From an optimization exercise on the open Yosys and OpenROAD flow, aimed at a short achievable clock period; shortcuts taken in it are not production practice. RTL that was checked went through simulation tests only; none was proved equivalent to the original.

==> 10-19 <==
==> flow/design.v <==
module ajq_bq (
    input  wire        clk,
    input  wire [15:0] we0,
    input  wire [7:0]  wd0,
    input  wire [15:0] we1,
    input  wire [7:0]  wd1,
    input  wire [15:0] rs0,
    output reg  [7:0]  rd0,
    input  wire [15:0] rs1,
    output reg  [7:0]  rd1
);
    reg [127:0] buf_q;
    integer k;
    always @(*) begin
        rd0 = 8'h00;
        rd1 = 8'h00;
        for (k = 0; k < 16; k = k + 1) begin
            rd0 = rd0 | (buf_q[k*8 +: 8] & {8{rs0[k]}});
            rd1 = rd1 | (buf_q[k*8 +: 8] & {8{rs1[k]}});
        end
    end
    genvar g;
    generate
        for (g = 0; g < 16; g = g + 1) begin : ent
            always @(posedge clk) begin
                if (we0[g])      buf_q[g*8 +: 8] <= wd0;
                else if (we1[g]) buf_q[g*8 +: 8] <= wd1;
            end
        end
    endgenerate
endmodule
module ajq_top #(
    parameter N_RX = 16,
    parameter N_TX = 16
) (
    input  wire        clk,
    input  wire        rst,
    input  wire        drx_req_valid,
    input  wire [39:0] drx_req,
    output wire        drx_req_ready,
    output reg         drx_rsp_valid,
    output wire [33:0] drx_rsp,
    input  wire        dtx_req_valid,
    input  wire [39:0] dtx_req,
    output wire        dtx_req_ready,
    output reg         dtx_rsp_valid,
    output wire [33:0] dtx_rsp,
    input  wire        m_req_valid,
    input  wire [39:0] m_req,
    output wire        m_req_ready,
    output reg         m_rsp_valid,
    output reg  [33:0] m_rsp,
    output wire        rxq_empty,
    output wire        rxq_full,
    output wire        txq_empty,
    output wire        txq_full,
    output wire        tx_irq_en,
    output wire [31:0] pkt
);
    reg [14:0] rt_q;         
    reg        rnf_q;        
    reg        rxe_q;        
    reg        rxf_q;        
    reg [15:0] rs_q;         
    reg [15:0] re_q;         
    reg [7:0]  rh_q;         
    reg [14:0] tt_q;
    reg        tnf_q;
    reg        txe_q;
    reg        txf_q;
    reg [15:0] ts_q;
    reg [15:0] te_q;
    reg        irq_q;        
    reg        nirq_q;       
    reg [4:0]  pos_q;        
    reg [7:0]  f0_q, f1_q, f2_q, f3_q;
    reg [7:0]  fx_q;         
    reg [31:0] pkt_q;
    reg        rdy_q;        
    reg        busy_q;       
    reg [3:0]  es_q;         
    reg [31:0] esh_q;        
    reg [1:0]  drx_rsp_q;    
    reg [1:0]  dtx_st_q;     
    reg [7:0]  dtx_d_q;
    assign drx_req_ready = 1'b1;
    assign dtx_req_ready = 1'b1;
    assign m_req_ready   = rdy_q;
    assign rxq_empty     = rxe_q;
    assign rxq_full      = rxf_q;
    assign txq_empty     = txe_q;
    assign txq_full      = txf_q;
    assign tx_irq_en     = irq_q;
    assign pkt           = pkt_q;
    assign drx_rsp       = {drx_rsp_q, 32'h0};
    assign dtx_rsp       = {dtx_st_q, 24'h0, dtx_d_q};
    wire [3:0] drx_op = drx_req[39:36];
    wire [7:0] drx_b  = drx_req[7:0];
    wire [3:0] dtx_op = dtx_req[39:36];
    wire [3:0] m_op   = m_req[39:36];
    wire       m_q    = m_req[35];
    wire [7:0] m_b    = m_req[7:0];
    wire m_acc_d  = m_req_valid && !busy_q;
    wire m_acc    = m_acc_d && !rst;
    wire enc_step = busy_q && !rst;
    wire op_nop   = (m_op == 4'h0);
    wire op_qinit = (m_op == 4'h1);
    wire op_qpush = (m_op == 4'h2);
    wire op_qpop  = (m_op == 4'h3);
    wire op_tinit = (m_op == 4'h4);
    wire op_recv  = (m_op == 4'h7);
    wire op_send  = (m_op == 4'h8);
    wire op_finit = (m_op == 4'h9);
    wire op_feed  = (m_op == 4'hA);
    wire op_poll  = (m_op == 4'hB);
    wire op_enc   = (m_op == 4'hC);
    wire op_fp    = (m_op[3:1] == 3'b101);    
    wire op_bad   = (m_op == 4'h5) || (m_op == 4'h6) || (m_op[3:2] == 2'b11 && m_op[1:0] != 2'b00);
    wire rx_a_d    = drx_req_valid && (drx_op == 4'h5);
    wire rx_a      = rx_a_d && !rst;
    wire rx_a_ok   = rx_a && rnf_q;
    wire rx_emp_a  = !rt_q[0] && !rx_a;               
    wire rx_full_a = !rnf_q || (rx_a && rt_q[14]);    
    wire rx_b_init = m_acc && (op_tinit || (op_qinit && !m_q));
    wire rx_b_push = m_acc && op_qpush && !m_q;
    wire rx_b_pop  = m_acc && ((op_qpop && !m_q) || op_recv || op_poll);
    wire rx_push_ok = rx_b_push && !rx_full_a;
    wire rx_pop_ok  = rx_b_pop && !rx_emp_a;
    wire rx_a_ok_d    = rx_a_d && rnf_q;
    wire rx_push_ok_d = m_acc_d && op_qpush && !m_q &&
                        rnf_q && !(rx_a_d && rt_q[14]);
    wire [7:0] rx_rd = rt_q[0] ? rh_q : drx_b;
    wire [7:0]  rx_rd1;      
    wire [7:0]  rx_unused;
    wire [15:0] re_rot = {re_q[14:0], re_q[15]};
    wire [15:0] rs_rot = {rs_q[14:0], rs_q[15]};
    wire [15:0] rx_we0 = rx_a_ok_d ? re_q : 16'h0;
    wire [15:0] rx_we1 = rx_push_ok_d ? (rx_a_ok_d ? re_rot : re_q) : 16'h0;
    ajq_bq u_rxq (
        .clk(clk),
        .we0(rx_we0), .wd0(drx_b),
        .we1(rx_we1), .wd1(m_b),
        .rs0(rs_rot), .rd0(rx_rd1),
        .rs1(16'h0),  .rd1(rx_unused)
    );
    always @(posedge clk) begin
        if (rst || rx_b_init) begin
            rt_q  <= 15'h0;
            rnf_q <= 1'b1;
            rxe_q <= 1'b1;
            rxf_q <= 1'b0;
            rs_q  <= 16'h1;
            re_q  <= 16'h1;
        end else begin
            if (rx_a_ok && rx_push_ok) begin
                rt_q  <= {rt_q[12:0], 2'b11};
                rnf_q <= !rt_q[13];
                rxe_q <= 1'b0;
                rxf_q <= rt_q[13];
            end else if (rx_a_ok ? !rx_pop_ok : rx_push_ok) begin
                rt_q  <= {rt_q[13:0], 1'b1};
                rnf_q <= !rt_q[14];
                rxe_q <= 1'b0;
                rxf_q <= rt_q[14];
            end else if (!rx_a_ok && rx_pop_ok) begin
                rt_q  <= {!rnf_q, rt_q[14:1]};
                rnf_q <= 1'b1;
                rxe_q <= !rt_q[1];
                rxf_q <= 1'b0;
            end
            if (rx_pop_ok)
                rs_q <= rs_rot;
            if (rx_a_ok && rx_push_ok)
                re_q <= {re_q[13:0], re_q[15:14]};
            else if (rx_a_ok || rx_push_ok)
                re_q <= re_rot;
        end
    end
    always @(posedge clk) begin
        if (!rt_q[0])
            rh_q <= rx_a_d ? drx_b : m_b;
        else if (m_acc_d && ((op_qpop && !m_q) || op_recv || op_poll))
            rh_q <= rt_q[1] ? rx_rd1 : drx_b;
    end
    wire tx_a_d    = dtx_req_valid && (dtx_op == 4'h6) && !nirq_q;
    wire tx_a      = tx_a_d && !rst;
    wire tx_a_ok   = tx_a && tt_q[0];
    wire tx_emp_a  = !tt_q[0] || (tx_a && !tt_q[1]);
    wire tx_full_a = !tnf_q && !tx_a;
    wire tx_b_init = m_acc && (op_tinit || (op_qinit && m_q));
    wire tx_b_send = (m_acc && (op_send || op_enc)) || enc_step;   
    wire tx_b_push = tx_b_send || (m_acc && op_qpush && m_q);
    wire tx_b_pop  = m_acc && op_qpop && m_q;
    wire tx_push_ok = tx_b_push && !tx_full_a;
    wire tx_pop_ok  = tx_b_pop && !tx_emp_a;
    wire tx_send_ok = tx_b_send && !tx_full_a;
    wire tx_push_ok_d = (busy_q || (m_acc_d && (op_send || op_enc || (op_qpush && m_q)))) &&
                        (tnf_q || tx_a_d);
    wire [7:0] tx_wd = busy_q   ? esh_q[7:0] :
                       m_op[2]  ? m_req[31:24] : m_b;
    wire [7:0]  tx_rd0, tx_rd1;
    wire [15:0] ts_rot = {ts_q[14:0], ts_q[15]};
    wire [7:0]  tx_rd_b = tx_a_d ? tx_rd1 : tx_rd0;    
    ajq_bq u_txq (
        .clk(clk),
        .we0(tx_push_ok_d ? te_q : 16'h0), .wd0(tx_wd),
        .we1(16'h0), .wd1(8'h00),
        .rs0(ts_q),   .rd0(tx_rd0),
        .rs1(ts_rot), .rd1(tx_rd1)
    );
    always @(posedge clk) begin
        if (rst || tx_b_init) begin
            tt_q  <= 15'h0;
            tnf_q <= 1'b1;
            txe_q <= 1'b1;
            txf_q <= 1'b0;
            ts_q  <= 16'h1;
            te_q  <= 16'h1;
        end else begin
            if (tx_a_ok && tx_pop_ok) begin
                tt_q  <= {1'b0, !tnf_q, tt_q[14:2]};
                tnf_q <= 1'b1;
                txe_q <= !tt_q[2];
                txf_q <= 1'b0;
            end else if (tx_push_ok && !tx_a_ok) begin
                tt_q  <= {tt_q[13:0], 1'b1};
                tnf_q <= !tt_q[14];
                txe_q <= 1'b0;
                txf_q <= tt_q[14];
            end else if (!tx_push_ok && (tx_a_ok || tx_pop_ok)) begin
                tt_q  <= {!tnf_q, tt_q[14:1]};
                tnf_q <= 1'b1;
                txe_q <= !tt_q[1];
                txf_q <= 1'b0;
            end
            if (tx_a_ok && tx_pop_ok)
                ts_q <= {ts_q[13:0], ts_q[15:14]};
            else if (tx_a_ok || tx_pop_ok)
                ts_q <= ts_rot;
            if (tx_push_ok)
                te_q <= {te_q[14:0], te_q[15]};
        end
    end
    always @(posedge clk) begin
        if (rst || (m_acc && op_tinit)) begin
            irq_q  <= 1'b0;
            nirq_q <= 1'b1;
        end else if (tx_send_ok) begin
            irq_q  <= 1'b1;
            nirq_q <= 1'b0;
        end else if (tx_a && !tt_q[0]) begin
            irq_q  <= 1'b0;
            nirq_q <= 1'b1;
        end
    end
    wire [7:0] feed_b  = m_op[0] ? rx_rd : m_b;
    wire       feed_go = m_acc && (op_feed || (op_poll && !rx_emp_a));
    wire       feed_go_d = m_acc_d && (op_feed || (op_poll && (rt_q[0] || rx_a_d)));
    wire       eq_m    = (m_b == fx_q);
    wire       eq_drx  = (drx_b == fx_q);
    wire       eq_head = (rh_q == fx_q);
    wire       match_u = pos_q[4] && (m_op[0] ? (rt_q[0] ? eq_head : (rx_a_d && eq_drx)) : eq_m);
    wire       match_d = m_acc_d && op_fp && match_u;
    always @(posedge clk) begin
        if (rst || (m_acc && op_finit))
            pos_q <= 5'b00001;
        else if (feed_go)
            pos_q <= pos_q[4] ? (match_u ? 5'b00001 : 5'b10000) : {pos_q[3:0], 1'b0};
    end
    always @(posedge clk) begin
        if (feed_go_d) begin
            if (pos_q[4]) begin
                f0_q  <= f1_q;
                f1_q  <= f2_q;
                f2_q  <= f3_q;
                f3_q  <= feed_b;
                fx_q  <= fx_q ^ f0_q ^ feed_b;
            end else begin
                if (pos_q[0]) f0_q <= feed_b;
                if (pos_q[1]) f1_q <= feed_b;
                if (pos_q[2]) f2_q <= feed_b;
                if (pos_q[3]) f3_q <= feed_b;
                fx_q  <= (pos_q[0] ? 8'h00 : fx_q) ^ feed_b;
            end
        end
    end
    always @(posedge clk) begin
        if (match_d)
            pkt_q <= {f0_q, f1_q, f2_q, f3_q};
    end
    wire [7:0] enc_c  = m_req[31:24];
    wire [7:0] enc_p1 = m_req[23:16];
    wire [7:0] enc_p2 = m_req[15:8];
    wire [7:0] enc_p3 = m_req[7:0];
    wire       enc_go = m_acc && op_enc && !tx_full_a;
    wire       enc_end = tx_full_a || es_q[3];
    always @(posedge clk) begin
        if (rst) begin
            rdy_q  <= 1'b1;
            busy_q <= 1'b0;
        end else if (busy_q) begin
            rdy_q  <= enc_end;
            busy_q <= !enc_end;
        end else begin
            rdy_q  <= !enc_go;
            busy_q <= enc_go;
        end
    end
    always @(posedge clk) begin
        if (busy_q) begin
            es_q  <= {es_q[2:0], 1'b0};
            esh_q <= {8'h00, esh_q[31:8]};
        end else begin
            es_q  <= 4'b0001;
            esh_q <= {enc_c ^ enc_p1 ^ enc_p2 ^ enc_p3, enc_p3, enc_p2, enc_p1};
        end
    end
    always @(posedge clk) begin
        if (rst) begin
            drx_rsp_valid <= 1'b0;
            dtx_rsp_valid <= 1'b0;
            m_rsp_valid   <= 1'b0;
        end else begin
            drx_rsp_valid <= drx_req_valid;
            dtx_rsp_valid <= dtx_req_valid;
            if (busy_q)
                m_rsp_valid <= enc_end;
            else
                m_rsp_valid <= m_req_valid && !(op_enc && !tx_full_a);
        end
    end
    always @(posedge clk) begin
        if (drx_op == 4'h0)      drx_rsp_q <= 2'b01;
        else if (drx_op == 4'h5) drx_rsp_q <= {1'b0, rnf_q};
        else                     drx_rsp_q <= 2'b10;
        if (dtx_op == 4'h0) begin
            dtx_st_q <= 2'b01;
            dtx_d_q  <= 8'h00;
        end else if (dtx_op == 4'h6 && !nirq_q) begin
            dtx_st_q <= {1'b0, tt_q[0]};
            dtx_d_q  <= tx_rd0;
        end else begin
            dtx_st_q <= 2'b10;
            dtx_d_q  <= 8'h00;
        end
    end
    always @(posedge clk) begin
        if (busy_q) begin
            m_rsp <= {1'b0, !tx_full_a, 32'h0};
        end else begin
            m_rsp[33] <= op_bad;
            m_rsp[32] <= op_nop || op_tinit || op_finit || op_qinit ||
                         (op_qpush && (m_q ? !tx_full_a : !rx_full_a)) ||
                         ((op_send || op_enc) && !tx_full_a) ||
                         (op_qpop && (m_q ? !tx_emp_a : !rx_emp_a)) ||
                         (op_recv && !rx_emp_a) ||
                         (op_fp && match_u);
            m_rsp[31:8] <= (op_fp && match_u) ? {f0_q, f1_q, f2_q} : 24'h0;
            m_rsp[7:0]  <= (op_qpop && m_q)         ? tx_rd_b :
                           (op_qpop || op_recv)     ? rx_rd :
                           (op_fp && match_u)       ? f3_q : 8'h00;
        end
    end
endmodule
==> flow/flow/run.sh <==
#!/bin/bash
set -euo pipefail
export BUFFER_PORTS_ARGS="-buffer_cell sky130_fd_sc_hd__buf_4"
bash standard.sh MATCH_CELL_FOOTPRINT=0 finish > flow_make.log 2>&1
==> flow/standard.sh <==
#!/bin/bash
# synth_recipe.tcl (not shown) runs the flow's synth.tcl, then flattens the netlist and writes it again
# the make line also repeats each setting of config.mk as NAME=value (left out here)
make -C /OpenROAD-flow-scripts/flow DESIGN_CONFIG=/design/flow/config.mk WORK_HOME=/design/flow/orfs CLKGATE_MAP_FILE= SYNTH_SCRIPT=/design/flow/synth_recipe.tcl "${@:-finish}"
==> flow/config.mk <==
export PLATFORM = sky130hd
export DESIGN_NAME = ajq_top
export DESIGN_NICKNAME = ajq_top
export VERILOG_FILES = /design/flow/design.v
export SDC_FILE = /design/flow/constraint.sdc
export NUM_CORES = 4
export LEC_CHECK = 0
export ABC_CLOCK_PERIOD_IN_PS = 1500
export CAP_MARGIN = 20
export CORE_MARGIN = 2
export CORE_UTILIZATION = 40
export GPL_ROUTABILITY_DRIVEN = 0
export SETUP_SLACK_MARGIN = 3.0
export SLEW_MARGIN = 20
export TNS_END_PERCENT = 100
==> flow/constraint.sdc <==
create_clock -name core_clock -period 4.0 [get_ports {clk}]
set_input_delay 0.8000 -clock core_clock [delete_from_list [all_inputs] [get_ports {clk}]]
set_output_delay 0.8000 -clock core_clock [all_outputs]
set_load 0.01 [all_outputs]
==> 08-24 (differences from 10-19) <==
--- a/flow/design.v
+++ b/flow/design.v
@@ -2,5 +2,5 @@
     input  wire        clk,
-    input  wire [15:0] we0,
+    input  wire [15:0] we,
+    input  wire [15:0] wsel,
     input  wire [7:0]  wd0,
-    input  wire [15:0] we1,
     input  wire [7:0]  wd1,
@@ -25,4 +25,4 @@
             always @(posedge clk) begin
-                if (we0[g])      buf_q[g*8 +: 8] <= wd0;
-                else if (we1[g]) buf_q[g*8 +: 8] <= wd1;
+                if (we[g])
+                    buf_q[g*8 +: 8] <= wsel[g] ? wd0 : wd1;
             end
@@ -128,5 +128,3 @@
     wire rx_pop_ok  = rx_b_pop && !rx_emp_a;
-    wire rx_a_ok_d    = rx_a_d && rnf_q;
-    wire rx_push_ok_d = m_acc_d && op_qpush && !m_q &&
-                        rnf_q && !(rx_a_d && rt_q[14]);
+    wire rx_b_push_d = m_acc_d && op_qpush && !m_q;
     wire [7:0] rx_rd = rt_q[0] ? rh_q : drx_b;
@@ -136,8 +134,9 @@
     wire [15:0] rs_rot = {rs_q[14:0], rs_q[15]};
-    wire [15:0] rx_we0 = rx_a_ok_d ? re_q : 16'h0;
-    wire [15:0] rx_we1 = rx_push_ok_d ? (rx_a_ok_d ? re_rot : re_q) : 16'h0;
+    wire [7:0]  rx_wd_a = rx_a_d ? drx_b : m_b;
+    wire [15:0] rx_we   = ({16{rx_a_d || rx_b_push_d}} & re_q & {16{rnf_q}}) |
+                          ({16{rx_a_d && rx_b_push_d}} & re_rot & {16{!rt_q[14]}});
     ajq_bq u_rxq (
         .clk(clk),
-        .we0(rx_we0), .wd0(drx_b),
-        .we1(rx_we1), .wd1(m_b),
+        .we(rx_we), .wsel(re_q),
+        .wd0(rx_wd_a), .wd1(m_b),
         .rs0(rs_rot), .rd0(rx_rd1),
@@ -178,7 +177,10 @@
     end
+    wire       rh_upd = !rt_q[0] || (m_acc_d && ((op_qpop && !m_q) || op_recv || op_poll));
+    wire [7:0] rh_nv  = !rt_q[0] ? (rx_a_d ? drx_b : m_b) :
+                        (rt_q[1] ? rx_rd1 : drx_b);
     always @(posedge clk) begin
-        if (!rt_q[0])
-            rh_q <= rx_a_d ? drx_b : m_b;
-        else if (m_acc_d && ((op_qpop && !m_q) || op_recv || op_poll))
-            rh_q <= rt_q[1] ? rx_rd1 : drx_b;
+        if (rst)
+            rh_q <= 8'h00;
+        else if (rh_upd)
+            rh_q <= rh_nv;
     end
@@ -205,4 +207,4 @@
         .clk(clk),
-        .we0(tx_push_ok_d ? te_q : 16'h0), .wd0(tx_wd),
-        .we1(16'h0), .wd1(8'h00),
+        .we(tx_push_ok_d ? te_q : 16'h0), .wsel(16'hffff),
+        .wd0(tx_wd), .wd1(8'h00),
         .rs0(ts_q),   .rd0(tx_rd0),
@@ -276,3 +278,2 @@
                 f3_q  <= feed_b;
-                fx_q  <= fx_q ^ f0_q ^ feed_b;
             end else begin
@@ -282,3 +283,2 @@
                 if (pos_q[3]) f3_q <= feed_b;
-                fx_q  <= (pos_q[0] ? 8'h00 : fx_q) ^ feed_b;
             end
@@ -286,2 +286,8 @@
     end
+    always @(posedge clk) begin
+        if (rst)
+            fx_q <= 8'h00;
+        else if (feed_go_d)
+            fx_q <= (pos_q[0] ? 8'h00 : fx_q) ^ (pos_q[4] ? f0_q : 8'h00) ^ feed_b;
+    end
     always @(posedge clk) begin
--- a/flow/config.mk
+++ b/flow/config.mk
@@ -10,5 +10,5 @@
 export CORE_MARGIN = 2
-export CORE_UTILIZATION = 40
-export GPL_ROUTABILITY_DRIVEN = 0
-export SETUP_SLACK_MARGIN = 3.0
+export CORE_UTILIZATION = 65
+export PLACE_DENSITY = 0.75
+export SETUP_SLACK_MARGIN = 2.2
 export SLEW_MARGIN = 20
==> impl_metrics.toml <==
[run_status]
status = "no timing/DRC/antenna violations"

[placed_design]
dp_hpwl_um = 43500
place_ws_ns = 0.867
postPlaceCellArea_um2 = 25300

[pwr]
p_sw_share_pct = 24.0
peakVddDrop_mv = 0.363

[setup_path]
cpPeakStageDelay_ns = 0.48
critical_path_cell_count = 8

[floorplan]
core_um2 = 35700
die_area_um2 = 37800

[hold_path]
hold_start = "drx_req[39]"

[finish]
clkbuf_count = 73
final_layout_size_suffix_gt1_share_pct = 39.5

[yosys]
yosys.area.top_type_share_pct = 40.7

[global_route]
grt_max_degree = 54
# the run above: 08-24

==> impl_metrics.toml <==
[hold_path]
hold_start = "dtx_req[39]"

[run_status]
status = "no timing/DRC/antenna violations"

[setup_path]
cpPeakStageDelay_ns = 0.34

[placed_design]
dp_hpwl_um = 43300

[floorplan]
core_um2 = 58800
die_area_um2 = 61300

[yosys]
yosys.area.top_type_share_pct = 42.5

[global_route]
grt_max_degree = 53

[pwr]
p_sw_share_pct = 22.7
# the run above: 10-19

Only the layout flow was run in 08-24; the RTL was not checked for function there.

==> separate check: timing with driven ports <==
The flow's constraints put no driver on any port. The routed layouts listed below were extracted and timed again, unchanged, in two steps.
Step 1 sets driving cells, clkbuf_16 on the clock port and buf_2 on the other inputs (assumed; they add their load-dependent delay and slew).
Step 2 also shifts input and output timing later by t, the mid clock arrival at the registers, as if the neighbouring blocks saw the same clock.
Slacks: ideal ports / drivers / drivers and shift; pairs: ideal ports / drivers.
| run | t (ns) | setup WS [ns] | worst setup path after step 2 | clock arrival spread, ns | pins driven straight from the clock port |
|---|---|---|---|---|---|
| 10-19 | 0.680 | 1.774 / 1.733 / 1.053 | input to register | 0.024 / 0.024 | 1 |
| 08-24 | 0.673 | 1.376 / 1.409 / 0.736 | input to register | 0.027 / 0.027 | 1 |
After both steps setup and hold are still met in every run listed. For 10-19, which loses most, drivers alone change the setup slack by -0.041 ns; drivers and shift together by -0.721 ns.
